Source: an optimization exercise on an open RTL-to-GDS flow (aim: small area, a short achievable clock period and few clock cycles per item). Production flows keep margins and buffers that such runs may drop. RTL that was checked went through simulation tests only; none was proved equivalent to the original.

== v39 ==
## flex_bch
module flex_bch (
    input  wire        clk,
    input  wire        rst,
    input  wire        in_valid,
    output wire        in_ready,
    input  wire        in_op,
    input  wire [31:0] in_word,
    output wire        out_valid,
    input  wire        out_ready,
    output wire [31:0] out_word,
    output wire        out_ok,
    output wire [1:0]  out_nfix
);
For scale: ~620 cells after synthesis, ~52 flip-flops, roughly 5300 um2 of cells after synthesis.
export LEC_CHECK = 0
export CAP_MARGIN = 20
export CORE_MARGIN = 2
export CORE_UTILIZATION = 50
export CTS_BUF_LIST = sky130_fd_sc_hd__clkbuf_4 sky130_fd_sc_hd__clkbuf_8
export PLACE_DENSITY = 0.65
export SETUP_SLACK_MARGIN = 3.5
export SLEW_MARGIN = 20
create_clock -name core_clock -period 8.0 [get_ports {clk}]
standard.sh (not shown) runs the stock make flow with config.mk's settings and CLKGATE_MAP_FILE= SYNTH_SCRIPT=/design/flow/synth_recipe.tcl, a recipe that flattens the netlist after the stock synthesis.
==> flow/flow/run.sh <==
#!/bin/bash
# Layout: the standard flow (ORFS synthesis, floorplan, power grid, place, CTS,
# route) with two changes:
#  - the half/full adder cells and the 3-input XOR/XNOR cells are added to the
#    platform's don't-use list, so Yosys's adder extraction leaves the XOR logic to
#    ABC, which maps it into faster 2-input gates;
#  - the port buffers are buf_2 cells instead of the delay cells buffer_ports picks.
# Registers are untouched: same names and cell types as the standard synthesis.
# ORFS writes each step's log to orfs/logs/; make's output goes to standard.log.
set -euo pipefail
export BUFFER_PORTS_ARGS="-buffer_cell sky130_fd_sc_hd__buf_2"
PLATFORM_DONT_USE=$(make -s -C "$FLOW_HOME" DESIGN_CONFIG="$PWD/config.mk" WORK_HOME="$PWD/orfs_q" print-DONT_USE_CELLS 2>/dev/null | sed -n 's/^DONT_USE_CELLS *: *//p')
rm -rf orfs_q
EXTRA=""
for c in ha_1 ha_2 ha_4 fa_1 fa_2 fa_4 xor3_1 xor3_2 xor3_4 xnor3_1 xnor3_2 xnor3_4; do
  EXTRA="$EXTRA sky130_fd_sc_hd__$c"
done
echo "DONT_USE_CELLS=$PLATFORM_DONT_USE$EXTRA" > dont_use.log
bash standard.sh "DONT_USE_CELLS=$PLATFORM_DONT_USE$EXTRA" finish > standard.log 2>&1
v39 did not stop at any stage, and its layout met the timing, DRC and antenna checks.
Testbench counts of v39, summed over its fixed seeds: cycles 4,808, items 4,800.
Relative to v39, the following input files were edited for v32:
- a change of PLACE_DENSITY from 0.65 to 0.6
- a change of CORE_UTILIZATION from 50 to 40
- an added TNS_END_PERCENT of 0
Notes after the runs:
For chip height, dividing the value from v39 by the value from v32 gives 0.898. Changes observed in v32 relative to v39: die extent in x saw an increase, DRC violations left saw little to no change, non-clock buffer count saw a decrease.
Input changes introduced in v59 (baseline for comparison: v32):
- TNS_END_PERCENT removed (was 0)
- CORE_UTILIZATION changed from 40 to 50
- PLACE_DENSITY changed from 0.6 to 0.7
- SETUP_SLACK_MARGIN changed from 3.5 to 3.7
Notes after the runs:
- Average detailed-routed wire length per instance shrinks slightly when moving from v32 to v59.
- v59 against v32: post-cts gate resize count increased by 16 relative to the old numbers; worst stage delay on the critical path moved up; final cell area excluding filler cells rose by 1.9%; met3 track utilization from global routing moved up; number of instances in the synthesized netlist comparable.
Edits applied to the flow inputs when going from v59 to v22:
- changing SETUP_SLACK_MARGIN from 3.7 to 3.2
- changing CORE_UTILIZATION from 50 to 40
- changing PLACE_DENSITY from 0.7 to 0.6
Notes after the runs:
- v22: all stages complete, timing, DRC and antenna checks passed
- v22 reports its critical path capture point as rc[1] while v59 reports ra[4].
- Comparing v22 and v59, the higher worst hold slack is on v22.
- From v59 to v22 the numbers moved as follows: setup slack went down by 320 ps.
- Summary of v22 over v59: fraction of area in clock buffers and inverters saw little to no change, total grt overflow saw little to no change.
- Summary of the comparison: largest clock skew in the final design is higher in v22, relative to v59.

---

flex_bch, a different RTL version from the one above (not shown whole).
For scale: ~640 cells after synthesis, roughly 58 flip-flops, about 74 I/O pins.
clock: 8.0 ns
lec_check: 0
cap_margin: 20
core_margin: 2
core_utilization: 40
cts_buf_list: sky130_fd_sc_hd__clkbuf_4 sky130_fd_sc_hd__clkbuf_8
place_density: 0.6
setup_slack_margin: 3.5
slew_margin: 20
==> flow/flow/run.sh <==
#!/bin/bash
# Layout: the standard flow (standard synthesis, floorplan, power grid, place,
# CTS, route), with small buf_2 cells as the port buffers instead of the delay
# cells buffer_ports picks by default. ORFS's own logs stay in orfs/logs/.
set -euo pipefail
export BUFFER_PORTS_ARGS="-buffer_cell sky130_fd_sc_hd__buf_2"
bash standard.sh > standard.log 2>&1
The starting point ran to the end with no violations.
Rerun with:
==> flow/flow/run.sh (replaced) <==
#!/bin/bash
# Layout: the standard flow (ORFS synthesis, floorplan, power grid, place, CTS,
# route) with two changes:
#  - the half/full adder cells and the 3-input XOR/XNOR cells are added to the
#    platform's don't-use list, so Yosys's adder extraction leaves the XOR logic to
#    ABC, which maps it into faster 2-input gates;
#  - the port buffers are buf_2 cells instead of the delay cells buffer_ports picks.
# Registers are untouched: same names and cell types as the standard synthesis.
# ORFS writes each step's log to orfs/logs/; make's output goes to standard.log.
set -euo pipefail
export BUFFER_PORTS_ARGS="-buffer_cell sky130_fd_sc_hd__buf_2"
PLATFORM_DONT_USE=$(make -s -C "$FLOW_HOME" DESIGN_CONFIG="$PWD/config.mk" WORK_HOME="$PWD/orfs_q" print-DONT_USE_CELLS 2>/dev/null | sed -n 's/^DONT_USE_CELLS *: *//p')
rm -rf orfs_q
EXTRA=""
for c in ha_1 ha_2 ha_4 fa_1 fa_2 fa_4 xor3_1 xor3_2 xor3_4 xnor3_1 xnor3_2 xnor3_4; do
  EXTRA="$EXTRA sky130_fd_sc_hd__$c"
done
echo "DONT_USE_CELLS=$PLATFORM_DONT_USE$EXTRA" > dont_use.log
bash standard.sh "DONT_USE_CELLS=$PLATFORM_DONT_USE$EXTRA" finish > standard.log 2>&1
Outcome: Flip-flop and latch count does not change. First-iteration DRC count rose by 52%. Global-route usage went up by 1.9 points. Die area drops by 5.1%. Cell area fell by 7.6%. Worst hold slack gets better by 0.0079 ns. Wire length rises by 1.5%. Via count rose by 2.9%. Fmax stays flat. Register-to-register slack is about the same.
No run of this note included a check of the RTL's function; only the layout flow was run.

---

alpha:
RTL: one of the versions met above, not the one the previous note started from.
Size: roughly 610 cells after synthesis, roughly 52 flip-flops, ~74 I/O pins.
clock: 8.0 ns
lec_check: 0
cap_margin: 20
core_margin: 2
core_utilization: 50
cts_buf_list: sky130_fd_sc_hd__clkbuf_4 sky130_fd_sc_hd__clkbuf_8
place_density: 0.7
setup_slack_margin: 3.5
slew_margin: 20
==> flow/flow/run.sh <==
#!/bin/bash
# Layout: the standard flow (ORFS synthesis, floorplan, power grid, place, CTS,
# route) with two changes:
#  - the half/full adder cells and the 3-input XOR/XNOR cells are added to the
#    platform's don't-use list, so Yosys's adder extraction leaves the XOR logic to
#    ABC, which maps it into faster 2-input gates;
#  - the port buffers are buf_2 cells instead of the delay cells buffer_ports picks.
# Registers are untouched: same names and cell types as the standard synthesis.
# ORFS writes each step's log to orfs/logs/; make's output goes to standard.log.
set -euo pipefail
export BUFFER_PORTS_ARGS="-buffer_cell sky130_fd_sc_hd__buf_2"
PLATFORM_DONT_USE=$(make -s -C "$FLOW_HOME" DESIGN_CONFIG="$PWD/config.mk" WORK_HOME="$PWD/orfs_q" print-DONT_USE_CELLS 2>/dev/null | sed -n 's/^DONT_USE_CELLS *: *//p')
rm -rf orfs_q
EXTRA=""
for c in ha_1 ha_2 ha_4 fa_1 fa_2 fa_4 xor3_1 xor3_2 xor3_4 xnor3_1 xnor3_2 xnor3_4 mux2_1 mux2_2 mux2_4 mux2_8 mux2i_1 mux2i_2 mux2i_4; do
  EXTRA="$EXTRA sky130_fd_sc_hd__$c"
done
echo "DONT_USE_CELLS=$PLATFORM_DONT_USE$EXTRA" > dont_use.log
bash standard.sh "DONT_USE_CELLS=$PLATFORM_DONT_USE$EXTRA" finish > standard.log 2>&1
alpha ended with every stage complete and zero timing, DRC or antenna violations.
Testbench counts of alpha, summed over its fixed seeds: cycles 4,808, items 4,800.
#### Input delta (beta over alpha)
-- flow/flow/run.sh --
<<< alpha, line 14
EXTRA=""
for c in ha_1 ha_2 ha_4 fa_1 fa_2 fa_4 xor3_1 xor3_2 xor3_4 xnor3_1 xnor3_2 xnor3_4 mux2_1 mux2_2 mux2_4 mux2_8 mux2i_1 mux2i_2 mux2i_4; do
  EXTRA="$EXTRA sky130_fd_sc_hd__$c"
>>> beta, line 14
EXTRA=""
for c in ha_1 ha_2 ha_4 fa_1 fa_2 fa_4 xor3_1 xor3_2 xor3_4 xnor3_1 xnor3_2 xnor3_4; do
  EXTRA="$EXTRA sky130_fd_sc_hd__$c"
-- flow/config.mk --
<<< alpha, line 9
export CORE_MARGIN = 2
export CORE_UTILIZATION = 50
export CTS_BUF_LIST = sky130_fd_sc_hd__clkbuf_4 sky130_fd_sc_hd__clkbuf_8
export PLACE_DENSITY = 0.7
export SETUP_SLACK_MARGIN = 3.5
export SLEW_MARGIN = 20
>>> beta, line 9
export CORE_MARGIN = 2
export CORE_UTILIZATION = 40
export CTS_BUF_LIST = sky130_fd_sc_hd__clkbuf_4 sky130_fd_sc_hd__clkbuf_8
export PLACE_DENSITY = 0.6
export SETUP_SLACK_MARGIN = 3.5
export SLEW_MARGIN = 20
export TNS_END_PERCENT = 30
==> notes.md <==
Between beta and alpha, the worst slew margin relative to its limit is lower for beta. Count of placed standard cells in the final layout, fillers left out for beta: 4.1% up relative to alpha. beta: data arrival time of the critical path is 0.07 ns higher than what alpha reported. In beta the data required time of the worst path turned out 0.07 ns higher than in alpha. In terms of part of the cycle the worst path needs, alpha and beta differ only marginally. On pre-CTS setup slack, alpha beats beta. Compared beta against alpha; global-route wire length before repair within noise.
What gamma does differently from beta at the input level:
-- flow/config.mk --
<<< beta, line 14
export SLEW_MARGIN = 20
export TNS_END_PERCENT = 30
>>> gamma, line 14
export SLEW_MARGIN = 20
Notes after the runs:
gamma finished all stages; the layout is clean. The design area of gamma was inferior to that of beta. gamma: routed metal-1 wirelength is about 1.1% lower than what beta reported. Compared with beta, gamma shows a higher worst setup margin.
[inputs] delta vs gamma
-- flow/config.mk --
<<< gamma, line 9
export CORE_MARGIN = 2
export CORE_UTILIZATION = 40
export CTS_BUF_LIST = sky130_fd_sc_hd__clkbuf_4 sky130_fd_sc_hd__clkbuf_8
export PLACE_DENSITY = 0.6
export SETUP_SLACK_MARGIN = 3.5
export SLEW_MARGIN = 20
>>> delta, line 9
export CORE_MARGIN = 2
export CORE_UTILIZATION = 50
export CTS_BUF_LIST = sky130_fd_sc_hd__clkbuf_4 sky130_fd_sc_hd__clkbuf_8
export PLACE_DENSITY = 0.7
export SETUP_SLACK_MARGIN = 3.3
export SLEW_MARGIN = 20
==> comparison <==
No stage failed in delta, and the final checks on the layout all came back clean.
Area inside the core boundary: higher on gamma
Comparing gamma and delta, fill cell instance count of the final layout is lower on delta.
delta against gamma; final area is down slightly.

[separate check: timing with driven ports]
The flow's constraints put no driver on any port. The routed layouts listed below were extracted and timed again, unchanged, in two steps.
Step 1 sets driving cells, clkbuf_16 on the clock port and buf_2 on the other inputs (assumed; they add their load-dependent delay and slew).
Step 2 adds t to the input delays and takes it off the output delays; t is the mean of the earliest and latest rising clock arrival at the registers after step 1. Input paths then give back, and output paths get back, about the clock's delay inside the block.
Slacks: ideal / step 1 / step 2; pairs: ideal / step 1.
run | t, ns | slack for setup (ns) | worst setup path after step 2 | cell pins on the clock port's net
v39 | 0.332 | 3.533 / 3.543 / 3.212 | input to register | 1
v32 | 0.329 | 3.469 / 3.480 / 3.151 | input to register | 1
v59 | 0.327 | 3.687 / 3.692 / 3.366 | input to register | 1
v22 | 0.334 | 3.366 / 3.381 / 3.047 | input to register | 1
the first run of note 2 | 0.371 | 3.587 / 3.603 / 3.232 | input to register | 1
the second run of note 2 | 0.372 | 3.590 / 3.596 / 3.223 | input to register | 1
alpha | 0.331 | 3.511 / 3.523 / 3.192 | input to register | 1
beta | 0.328 | 3.507 / 3.517 / 3.189 | input to register | 1
gamma | 0.328 | 3.556 / 3.567 / 3.239 | input to register | 1
delta | 0.334 | 3.371 / 3.382 / 3.048 | input to register | 1
After both steps every run listed still meets setup and hold. The setup slack of the second run of note 2, which loses most, moves by +0.006 ns with the drivers and by -0.367 ns with both steps.
